This design comes from an exercise in tuning for small area on the open sky130 flow, not from production work. In this exercise RTL edits were held to simulation tests only and were not proved equivalent to the original.

==> v39: inputs <==
Design sid_voices, start of the top module:
module sid_voices (
    input  wire        clk,
    input  wire        rst,
    input  wire        we,
    input  wire [4:0]  addr,
    input  wire [7:0]  wdata,
    output reg  [7:0]  rdata,
    output wire [35:0] wave_out,    
    output wire [23:0] env_out,     
    output wire [15:0] mix          
);
export LEC_CHECK = 0
export CAP_MARGIN = 20
export CORE_MARGIN = 2
export CORE_UTILIZATION = 60
export CTS_CLUSTER_DIAMETER = 80
export CTS_CLUSTER_SIZE = 25
export SETUP_SLACK_MARGIN = 0.2
export SLEW_MARGIN = 20
export SYNTH_HIERARCHICAL = 1
create_clock -name core_clock -period 13.0 [get_ports {clk}]
standard.sh (not shown) runs the stock make flow with config.mk's settings and CLKGATE_MAP_FILE= SYNTH_SCRIPT=/design/flow/synth_recipe.tcl, a recipe that flattens the netlist after the stock synthesis.
==> flow/flow/run.sh <==
#!/bin/bash
set -euo pipefail
HERE=$(pwd)
FLOWDIR=$HERE/flow

# synthesis script: ORFS's synth.tcl with abc_args pointing at our script
sed "s#^source \$::env(SCRIPTS_DIR)/synth_preamble.tcl\$#&\nlset abc_args 1 $FLOWDIR/abc_area.script#" \
    "$FLOW_HOME/scripts/synth.tcl" > "$HERE/area_synth_core.tcl"
grep -q "lset abc_args 1 $FLOWDIR/abc_area.script" "$HERE/area_synth_core.tcl"
sed "s#source \$::env(SCRIPTS_DIR)/synth.tcl#source $HERE/area_synth_core.tcl#" \
    "$HERE/synth_recipe.tcl" > "$HERE/area_synth.tcl"
grep -q "area_synth_core.tcl" "$HERE/area_synth.tcl"

# standard.sh with our synthesis script
sed "s#SYNTH_SCRIPT=[^ ]*#SYNTH_SCRIPT=$HERE/area_synth.tcl#" "$HERE/standard.sh" > "$HERE/area_standard.sh"
grep -q "SYNTH_SCRIPT=$HERE/area_synth.tcl" "$HERE/area_standard.sh"

bash "$HERE/area_standard.sh" \
    "BUFFER_PORTS_ARGS=-buffer_cell sky130_fd_sc_hd__buf_1" \
    finish > "$HERE/flow_make.log" 2>&1
==> flow/flow/abc_area.script <==
strash
dch -f
amap
topo
stime -c
==> v14: changes against v39 <==
--- a/flow/design.v
+++ b/flow/design.v
@@ -1348,7 +1348,7 @@
     assign mix[10] = ~(fp10 ^ pg662);
     assign mix[11] = ~(fp11 ^ pg674);
     assign mix[12] = ~(fp12 ^ pg658);
     assign mix[13] = ~(fp13 ^ pg676);
     assign mix[14] = ~(fp14 ^ pg664);
-    assign mix[15] = 1'b0;
+    assign mix[15] = ~(fp15 ^ pg678);
 endmodule
==> flow/run.sh (new file) <==
#!/bin/bash
# synth_recipe.tcl (not shown) runs the flow's synth.tcl, then flattens the netlist and writes it again
# the make line also repeats each setting of config.mk as NAME=value (left out here)
make -C /OpenROAD-flow-scripts/flow DESIGN_CONFIG=/design/flow/config.mk WORK_HOME=/design/flow/orfs CLKGATE_MAP_FILE= SYNTH_SCRIPT=/design/flow/synth_recipe.tcl finish
CORE_UTILIZATION = 40   (was 60)
CTS_CLUSTER_DIAMETER = not set   (was 80)
CTS_CLUSTER_SIZE = not set   (was 25)
SETUP_SLACK_MARGIN = not set   (was 0.2)
removed: flow/flow/run.sh
removed: flow/flow/abc_area.script
removed: flow/standard.sh
==> results.txt <==
Of v39 and v14, v14 has the higher count of clock-buffer cells in the layout (gap 37).
Between v14 and v39, the lower via count is in v39 (gap 3.9%, measured against v39).

* * *

==> inputs of job 4270 <==
Another version of the RTL of sid_voices (not shown whole).
Design sid_voices, start of the top module:
module sid_voices (
    input  wire        clk,
    input  wire        rst,
    input  wire        we,
    input  wire [4:0]  addr,
    input  wire [7:0]  wdata,
    output reg  [7:0]  rdata,
    output wire [35:0] wave_out,    
    output wire [23:0] env_out,     
    output wire [15:0] mix          
);
==> flow/config.mk <==
export PLATFORM = sky130hd
export DESIGN_NAME = sid_voices
export DESIGN_NICKNAME = sid_voices
export VERILOG_FILES = /design/flow/design.v
export SDC_FILE = /design/flow/constraint.sdc
export NUM_CORES = 4
export LEC_CHECK = 0
export CAP_MARGIN = 20
export CORE_MARGIN = 2
export CORE_UTILIZATION = 70
export CTS_CLUSTER_DIAMETER = 80
export CTS_CLUSTER_SIZE = 25
export SETUP_SLACK_MARGIN = 0.2
export SLEW_MARGIN = 20
export SYNTH_HIERARCHICAL = 1
==> flow/constraint.sdc <==
create_clock -name core_clock -period 13.0 [get_ports {clk}]
set_input_delay 2.6000 -clock core_clock [delete_from_list [all_inputs] [get_ports {clk}]]
set_output_delay 2.6000 -clock core_clock [all_outputs]
set_load 0.01 [all_outputs]
==> flow/flow/run.sh <==
#!/bin/bash
set -euo pipefail
HERE=$(pwd)
FLOWDIR=$HERE/flow

# synthesis script: ORFS's synth.tcl with abc_args pointing at our script
sed "s#^source \$::env(SCRIPTS_DIR)/synth_preamble.tcl\$#&\nlset abc_args 1 $FLOWDIR/abc_area.script#" \
    "$FLOW_HOME/scripts/synth.tcl" > "$HERE/area_synth_core.tcl"
grep -q "lset abc_args 1 $FLOWDIR/abc_area.script" "$HERE/area_synth_core.tcl"
sed "s#source \$::env(SCRIPTS_DIR)/synth.tcl#source $HERE/area_synth_core.tcl#" \
    "$HERE/synth_recipe.tcl" > "$HERE/area_synth.tcl"
grep -q "area_synth_core.tcl" "$HERE/area_synth.tcl"

# standard.sh with our synthesis script
sed "s#SYNTH_SCRIPT=[^ ]*#SYNTH_SCRIPT=$HERE/area_synth.tcl#" "$HERE/standard.sh" > "$HERE/area_standard.sh"
grep -q "SYNTH_SCRIPT=$HERE/area_synth.tcl" "$HERE/area_standard.sh"

bash "$HERE/area_standard.sh" \
    "BUFFER_PORTS_ARGS=-buffer_cell sky130_fd_sc_hd__buf_1" \
    finish > "$HERE/flow_make.log" 2>&1
==> flow/flow/abc_area.script <==
strash
dch -f
amap
topo
stime -c
==> job 6100: changes against job 4270 <==
--- a/flow/design.v
+++ b/flow/design.v
@@ -23,20 +23,21 @@
     reg        ring;
     reg [22:0] shift;
     reg        msb_rising;
     wire        advance = tick && !test;
     wire [23:0] acc_sum;
     wire [24:0] c;
-    assign c[0] = 1'b0;
     genvar i;
     generate
         for (i = 0; i < 24; i = i + 1) begin : add
             if (i == 0)
                 sid_ha u_ha (.a(acc[i]), .b(freq[i]), .s(acc_sum[i]), .co(c[i + 1]));
             else if (i < 16)
                 sid_fa u_fa (.a(acc[i]), .b(freq[i]), .c(c[i]), .s(acc_sum[i]), .co(c[i + 1]));
+            else if (i == 16)
+                sid_ha u_ha (.a(acc[i]), .b(c[i] & advance), .s(acc_sum[i]), .co(c[i + 1]));
             else
                 sid_ha u_ha (.a(acc[i]), .b(c[i]), .s(acc_sum[i]), .co(c[i + 1]));
         end
     endgenerate
     wire rise      = !acc[23] && acc_sum[23];
     wire noise_clk = advance && !acc[19] && acc_sum[19];
@@ -54,13 +55,14 @@
             waveform <= wd[7:4];
             test     <= wd[3];
             ring     <= wd[2];
             sync_en  <= wd[1];
         end
         if (advance || acc_zero)
-            acc <= acc_sum & {24{!acc_zero}};
+            acc[15:0] <= acc_sum[15:0] & {16{!acc_zero}};
+        acc[23:16] <= acc_sum[23:16] & {8{!acc_zero}};
         if (advance || rst)
             msb_rising <= rise && !rst;
         if (shift_ld || noise_clk)
             shift <= shift_ld ? 23'h7FFFF8 : {shift[21:0], shift[22] ^ shift[17]};
     end
     wire [11:0] pa = acc[23:12];
@@ -123,12 +125,13 @@
     input  wire       wr_ad,
     input  wire       wr_sr,
     input  wire [7:0] wd,         
     output reg  [7:0] level
 );
     reg [14:0] rate_counter;
+    localparam [14:0] RC_ZERO = 15'h4000;    
     reg [4:0]  exp_counter;
     reg [2:0]  exp_code;      
     reg [3:0]  attack, decay, sustain, rel;
     reg        gate;
     reg        att;
     reg        hold_zero;
@@ -175,15 +178,14 @@
     assign rate_tgt[10] = rate_dec[5] | rate_dec[6] | rate_dec[10] | rate_dec[11] | rate_dec[12] | rate_dec[13] | rate_dec[14] | rate_dec[15];
     assign rate_tgt[11] = rate_dec[7] | rate_dec[8] | rate_dec[13] | rate_dec[14] | rate_dec[15];
     assign rate_tgt[12] = rate_dec[4] | rate_dec[5] | rate_dec[7] | rate_dec[8] | rate_dec[10] | rate_dec[11];
     assign rate_tgt[13] = rate_dec[4] | rate_dec[6] | rate_dec[7] | rate_dec[11] | rate_dec[12];
     assign rate_tgt[14] = rate_dec[5] | rate_dec[14] | rate_dec[15];
     wire        rate_step = (rate_counter == rate_tgt);
-    wire        rc_zero   = (rate_counter == 15'd0);
     wire [14:0] rc_next   = {rate_counter[13:0],
-                             rate_counter[14] ^ rate_counter[13] ^ rc_zero};
+                             rate_counter[14] ^ rate_counter[13]};
     reg exp_hit;
     always @(*) begin
         case (exp_code)
             3'd0:    exp_hit = 1'b1;
             3'd1:    exp_hit = exp_counter[0];
             3'd2:    exp_hit = &exp_counter[1:0];
@@ -191,15 +193,16 @@
             3'd4:    exp_hit = &exp_counter[3:0];
             default: exp_hit = exp_counter[4] & exp_counter[3] & exp_counter[2] & exp_counter[0];
         endcase
     end
     wire up       = gate && att;
     wire exp_step = up || exp_hit;
+    wire rstep    = tick && rate_step;          
     wire [4:0] ec_c;
     wire [4:0] ec_inc;
-    assign ec_c[0] = 1'b1;
+    assign ec_c[0] = rstep;
     genvar i;
     generate
         for (i = 0; i < 5; i = i + 1) begin : ec_add
             if (i < 4)
                 sid_ha u_ha (.a(exp_counter[i]), .b(ec_c[i]), .s(ec_inc[i]), .co(ec_c[i + 1]));
             else
@@ -213,13 +216,12 @@
     generate
         for (i = 1; i < 8; i = i + 1) begin : lv
             assign tgl[i] = tgl[i - 1] && (level[i - 1] == up);
         end
     endgenerate
     wire [7:0] level_act = hold ? level : level ^ tgl;
-    wire rstep  = tick && rate_step;             
     wire estep  = rstep && exp_step;             
     wire act    = estep && !hold_zero;           
     wire lv_ff  = (level_act == 8'hFF);
     wire lv_00  = (level_act == 8'h00);
     reg  [2:0] code_new;
     reg        code_set;
@@ -245,20 +247,19 @@
         if (wr_sr || rst) begin
             sustain <= wd[7:4];
             rel     <= wd[3:0];
         end
         if (wr_ctrl || rst)
             gate <= wd[0];
-        if (gate_on || (act && up && lv_ff))
+        if (rst || gate_on || (act && up && lv_ff))
             att <= gate_on;
         if (rst || gate_on || (act && lv_00))
             hold_zero <= !gate_on;
         if (tick || rst)
-            rate_counter <= rc_next & {15{!(rst || rate_step)}};
-        if (rstep || rst)
-            exp_counter <= ec_inc & {5{!(rst || exp_step)}};
+            rate_counter <= (rst || rate_step) ? RC_ZERO : rc_next;
+        exp_counter <= ec_inc & {5{!(rst || (rstep && exp_step))}};
         if (act || rst)
             level <= level_act & {8{!rst}};
         if ((act && code_set) || rst)
             exp_code <= code_new & {3{!rst}};
     end
 endmodule
@@ -345,13 +346,13 @@
     reg [7:0]  bus_value;
     reg [12:0] bus_cnt;
     wire       bus_low0 = (bus_cnt[11:0] == 12'd0);
     wire       bus_end  = bus_cnt[12] && bus_low0;    
     always @(posedge clk) begin
         bus_cnt <= {bus_cnt[11:0], bus_cnt[12] ^ bus_cnt[3] ^ bus_cnt[2] ^ bus_cnt[0] ^ bus_low0}
-                   & {13{tick}};
+                   & {13{tick && !rst}};
         if (we || rst || bus_end)
             bus_value <= wd & {8{we}};
     end
     always @(*) begin
         case (addr)
             5'h19, 5'h1A: rdata = 8'h00;
CTS_CLUSTER_DIAMETER = 150   (was 80)
==> job 6134: changes against job 4270 <==
--- a/flow/design.v
+++ b/flow/design.v
@@ -23,20 +23,21 @@
     reg        ring;
     reg [22:0] shift;
     reg        msb_rising;
     wire        advance = tick && !test;
     wire [23:0] acc_sum;
     wire [24:0] c;
-    assign c[0] = 1'b0;
     genvar i;
     generate
         for (i = 0; i < 24; i = i + 1) begin : add
             if (i == 0)
                 sid_ha u_ha (.a(acc[i]), .b(freq[i]), .s(acc_sum[i]), .co(c[i + 1]));
             else if (i < 16)
                 sid_fa u_fa (.a(acc[i]), .b(freq[i]), .c(c[i]), .s(acc_sum[i]), .co(c[i + 1]));
+            else if (i == 16)
+                sid_ha u_ha (.a(acc[i]), .b(c[i] & advance), .s(acc_sum[i]), .co(c[i + 1]));
             else
                 sid_ha u_ha (.a(acc[i]), .b(c[i]), .s(acc_sum[i]), .co(c[i + 1]));
         end
     endgenerate
     wire rise      = !acc[23] && acc_sum[23];
     wire noise_clk = advance && !acc[19] && acc_sum[19];
@@ -54,13 +55,14 @@
             waveform <= wd[7:4];
             test     <= wd[3];
             ring     <= wd[2];
             sync_en  <= wd[1];
         end
         if (advance || acc_zero)
-            acc <= acc_sum & {24{!acc_zero}};
+            acc[15:0] <= acc_sum[15:0] & {16{!acc_zero}};
+        acc[23:16] <= acc_sum[23:16] & {8{!acc_zero}};
         if (advance || rst)
             msb_rising <= rise && !rst;
         if (shift_ld || noise_clk)
             shift <= shift_ld ? 23'h7FFFF8 : {shift[21:0], shift[22] ^ shift[17]};
     end
     wire [11:0] pa = acc[23:12];
@@ -191,15 +193,16 @@
             3'd4:    exp_hit = &exp_counter[3:0];
             default: exp_hit = exp_counter[4] & exp_counter[3] & exp_counter[2] & exp_counter[0];
         endcase
     end
     wire up       = gate && att;
     wire exp_step = up || exp_hit;
+    wire rstep    = tick && rate_step;          
     wire [4:0] ec_c;
     wire [4:0] ec_inc;
-    assign ec_c[0] = 1'b1;
+    assign ec_c[0] = rstep;
     genvar i;
     generate
         for (i = 0; i < 5; i = i + 1) begin : ec_add
             if (i < 4)
                 sid_ha u_ha (.a(exp_counter[i]), .b(ec_c[i]), .s(ec_inc[i]), .co(ec_c[i + 1]));
             else
@@ -213,13 +216,12 @@
     generate
         for (i = 1; i < 8; i = i + 1) begin : lv
             assign tgl[i] = tgl[i - 1] && (level[i - 1] == up);
         end
     endgenerate
     wire [7:0] level_act = hold ? level : level ^ tgl;
-    wire rstep  = tick && rate_step;             
     wire estep  = rstep && exp_step;             
     wire act    = estep && !hold_zero;           
     wire lv_ff  = (level_act == 8'hFF);
     wire lv_00  = (level_act == 8'h00);
     reg  [2:0] code_new;
     reg        code_set;
@@ -251,14 +253,13 @@
         if (gate_on || (act && up && lv_ff))
             att <= gate_on;
         if (rst || gate_on || (act && lv_00))
             hold_zero <= !gate_on;
         if (tick || rst)
             rate_counter <= rc_next & {15{!(rst || rate_step)}};
-        if (rstep || rst)
-            exp_counter <= ec_inc & {5{!(rst || exp_step)}};
+        exp_counter <= ec_inc & {5{!(rst || (rstep && exp_step))}};
         if (act || rst)
             level <= level_act & {8{!rst}};
         if ((act && code_set) || rst)
             exp_code <= code_new & {3{!rst}};
     end
 endmodule
--- a/flow/flow/run.sh
+++ b/flow/flow/run.sh
@@ -13,8 +13,9 @@
 
 # standard.sh with our synthesis script
 sed "s#SYNTH_SCRIPT=[^ ]*#SYNTH_SCRIPT=$HERE/area_synth.tcl#" "$HERE/standard.sh" > "$HERE/area_standard.sh"
 grep -q "SYNTH_SCRIPT=$HERE/area_synth.tcl" "$HERE/area_standard.sh"
 
 bash "$HERE/area_standard.sh" \
+    SYNTH_HIERARCHICAL=0 "SYNTH_KEEP_MODULES=sid_fa sid_ha" \
     "BUFFER_PORTS_ARGS=-buffer_cell sky130_fd_sc_hd__buf_1" \
     finish > "$HERE/flow_make.log" 2>&1
CTS_CLUSTER_DIAMETER = 150   (was 80)
==> job 8905: changes against job 4270 <==
--- a/flow/design.v
+++ b/flow/design.v
@@ -23,20 +23,21 @@
     reg        ring;
     reg [22:0] shift;
     reg        msb_rising;
     wire        advance = tick && !test;
     wire [23:0] acc_sum;
     wire [24:0] c;
-    assign c[0] = 1'b0;
     genvar i;
     generate
         for (i = 0; i < 24; i = i + 1) begin : add
             if (i == 0)
                 sid_ha u_ha (.a(acc[i]), .b(freq[i]), .s(acc_sum[i]), .co(c[i + 1]));
             else if (i < 16)
                 sid_fa u_fa (.a(acc[i]), .b(freq[i]), .c(c[i]), .s(acc_sum[i]), .co(c[i + 1]));
+            else if (i == 16)
+                sid_ha u_ha (.a(acc[i]), .b(c[i] & advance), .s(acc_sum[i]), .co(c[i + 1]));
             else
                 sid_ha u_ha (.a(acc[i]), .b(c[i]), .s(acc_sum[i]), .co(c[i + 1]));
         end
     endgenerate
     wire rise      = !acc[23] && acc_sum[23];
     wire noise_clk = advance && !acc[19] && acc_sum[19];
@@ -54,13 +55,14 @@
             waveform <= wd[7:4];
             test     <= wd[3];
             ring     <= wd[2];
             sync_en  <= wd[1];
         end
         if (advance || acc_zero)
-            acc <= acc_sum & {24{!acc_zero}};
+            acc[15:0] <= acc_sum[15:0] & {16{!acc_zero}};
+        acc[23:16] <= acc_sum[23:16] & {8{!acc_zero}};
         if (advance || rst)
             msb_rising <= rise && !rst;
         if (shift_ld || noise_clk)
             shift <= shift_ld ? 23'h7FFFF8 : {shift[21:0], shift[22] ^ shift[17]};
     end
     wire [11:0] pa = acc[23:12];
@@ -191,15 +193,16 @@
             3'd4:    exp_hit = &exp_counter[3:0];
             default: exp_hit = exp_counter[4] & exp_counter[3] & exp_counter[2] & exp_counter[0];
         endcase
     end
     wire up       = gate && att;
     wire exp_step = up || exp_hit;
+    wire rstep    = tick && rate_step;          
     wire [4:0] ec_c;
     wire [4:0] ec_inc;
-    assign ec_c[0] = 1'b1;
+    assign ec_c[0] = rstep;
     genvar i;
     generate
         for (i = 0; i < 5; i = i + 1) begin : ec_add
             if (i < 4)
                 sid_ha u_ha (.a(exp_counter[i]), .b(ec_c[i]), .s(ec_inc[i]), .co(ec_c[i + 1]));
             else
@@ -213,13 +216,12 @@
     generate
         for (i = 1; i < 8; i = i + 1) begin : lv
             assign tgl[i] = tgl[i - 1] && (level[i - 1] == up);
         end
     endgenerate
     wire [7:0] level_act = hold ? level : level ^ tgl;
-    wire rstep  = tick && rate_step;             
     wire estep  = rstep && exp_step;             
     wire act    = estep && !hold_zero;           
     wire lv_ff  = (level_act == 8'hFF);
     wire lv_00  = (level_act == 8'h00);
     reg  [2:0] code_new;
     reg        code_set;
@@ -245,20 +247,19 @@
         if (wr_sr || rst) begin
             sustain <= wd[7:4];
             rel     <= wd[3:0];
         end
         if (wr_ctrl || rst)
             gate <= wd[0];
-        if (gate_on || (act && up && lv_ff))
+        if (rst || gate_on || (act && up && lv_ff))
             att <= gate_on;
         if (rst || gate_on || (act && lv_00))
             hold_zero <= !gate_on;
         if (tick || rst)
             rate_counter <= rc_next & {15{!(rst || rate_step)}};
-        if (rstep || rst)
-            exp_counter <= ec_inc & {5{!(rst || exp_step)}};
+        exp_counter <= ec_inc & {5{!(rst || (rstep && exp_step))}};
         if (act || rst)
             level <= level_act & {8{!rst}};
         if ((act && code_set) || rst)
             exp_code <= code_new & {3{!rst}};
     end
 endmodule
@@ -345,13 +346,13 @@
     reg [7:0]  bus_value;
     reg [12:0] bus_cnt;
     wire       bus_low0 = (bus_cnt[11:0] == 12'd0);
     wire       bus_end  = bus_cnt[12] && bus_low0;    
     always @(posedge clk) begin
         bus_cnt <= {bus_cnt[11:0], bus_cnt[12] ^ bus_cnt[3] ^ bus_cnt[2] ^ bus_cnt[0] ^ bus_low0}
-                   & {13{tick}};
+                   & {13{tick && !rst}};
         if (we || rst || bus_end)
             bus_value <= wd & {8{we}};
     end
     always @(*) begin
         case (addr)
             5'h19, 5'h1A: rdata = 8'h00;
--- a/flow/flow/run.sh
+++ b/flow/flow/run.sh
@@ -13,8 +13,9 @@
 
 # standard.sh with our synthesis script
 sed "s#SYNTH_SCRIPT=[^ ]*#SYNTH_SCRIPT=$HERE/area_synth.tcl#" "$HERE/standard.sh" > "$HERE/area_standard.sh"
 grep -q "SYNTH_SCRIPT=$HERE/area_synth.tcl" "$HERE/area_standard.sh"
 
 bash "$HERE/area_standard.sh" \
+    SYNTH_HIERARCHICAL=0 "SYNTH_KEEP_MODULES=sid_fa sid_ha" \
     "BUFFER_PORTS_ARGS=-buffer_cell sky130_fd_sc_hd__buf_1" \
     finish > "$HERE/flow_make.log" 2>&1
==> flow/flow/abc_area.script (replaced) <==
strash
dch
amap
topo
stime -c
CTS_CLUSTER_DIAMETER = 150   (was 80)
==> reports/results.txt <==
Tightest Pin Transition - 1.12 ns
largest net degree at the start of global routing - 40
run status - complete, no violations
multi-input gate count - 1797
Yosys warning total - 9
grt met3 use - 0.101
most numerous cell in the Yosys netlist - edfxtp_1
number of vias per cell - 6.61
# the run above: job 4270

==> reports/results.txt <==
grt met3 use - 0.0925
run status - complete, no violations
largest net degree at the start of global routing - 54
dpl cells - 3066
most numerous cell in the Yosys netlist - nand2_1
Tightest Pin Transition - 1.20 ns
number of vias per cell - 6.59
multi-input gate count - 1765
# the run above: job 6100

==> reports/results.txt <==
most numerous cell in the Yosys netlist - edfxtp_1
Syn-to-layout area delta - 8.25%
largest net degree at the start of global routing - 90
Tightest Pin Transition - 1.11 ns
Yosys warning total - 3
multi-input gate count - 1786
run status - complete, no violations
# the run above: job 8905

==> reports/results.txt <==
fin. max-slew vios - 0
Post-Synth Simple-Gate Area - 0.176
multi-input gate count - 1775
run status - complete, no violations
most numerous cell in the Yosys netlist - edfxtp_1
Yosys warning total - 3
grt met3 use - 0.0916
Largest Register - voice.u_wave.acc
die height - 202 um
largest net degree at the start of global routing - 85
# the run above: job 6134

[what the ideal ports hide]
Ports are ideal in the flow. The routed layouts listed here were re-timed in OpenROAD. Step 1 (the two cells are an assumption about what drives the block):
set clk [get_ports {clk}]
set_driving_cell -lib_cell sky130_fd_sc_hd__clkbuf_16 $clk
set_driving_cell -lib_cell sky130_fd_sc_hd__buf_2 [delete_from_list [all_inputs] $clk]
Step 2 times the ports against the registers' clock, not the clock port: input delays grow and output delays shrink by t, the midpoint of the rising clock arrivals with the driver on. a / b / c = ideal ports / drivers / drivers and shift; a / b = the first two.
run | t (ns) | setup slack, ns | worst setup path after step 2 | worst data-port slew with drivers (ns) | cell pins on the clock port's net
v39 | 0.639 | 0.966 / 0.911 / 1.550 | register to output | 0.06 | 1
v14 | 0.653 | 0.789 / 0.722 / 1.375 | register to output | 0.08 | 1
job 4270 | 0.623 | 0.726 / 0.668 / 1.291 | register to output | 0.09 | 1
job 6100 | 0.620 | 0.843 / 0.785 / 1.405 | register to output | 0.08 | 1
job 6134 | 0.601 | 0.586 / 0.530 / 1.130 | register to output | 0.05 | 1
job 8905 | 0.615 | 0.724 / 0.666 / 1.281 | register to output | 0.05 | 1
After both steps setup and hold are still met in every run listed.
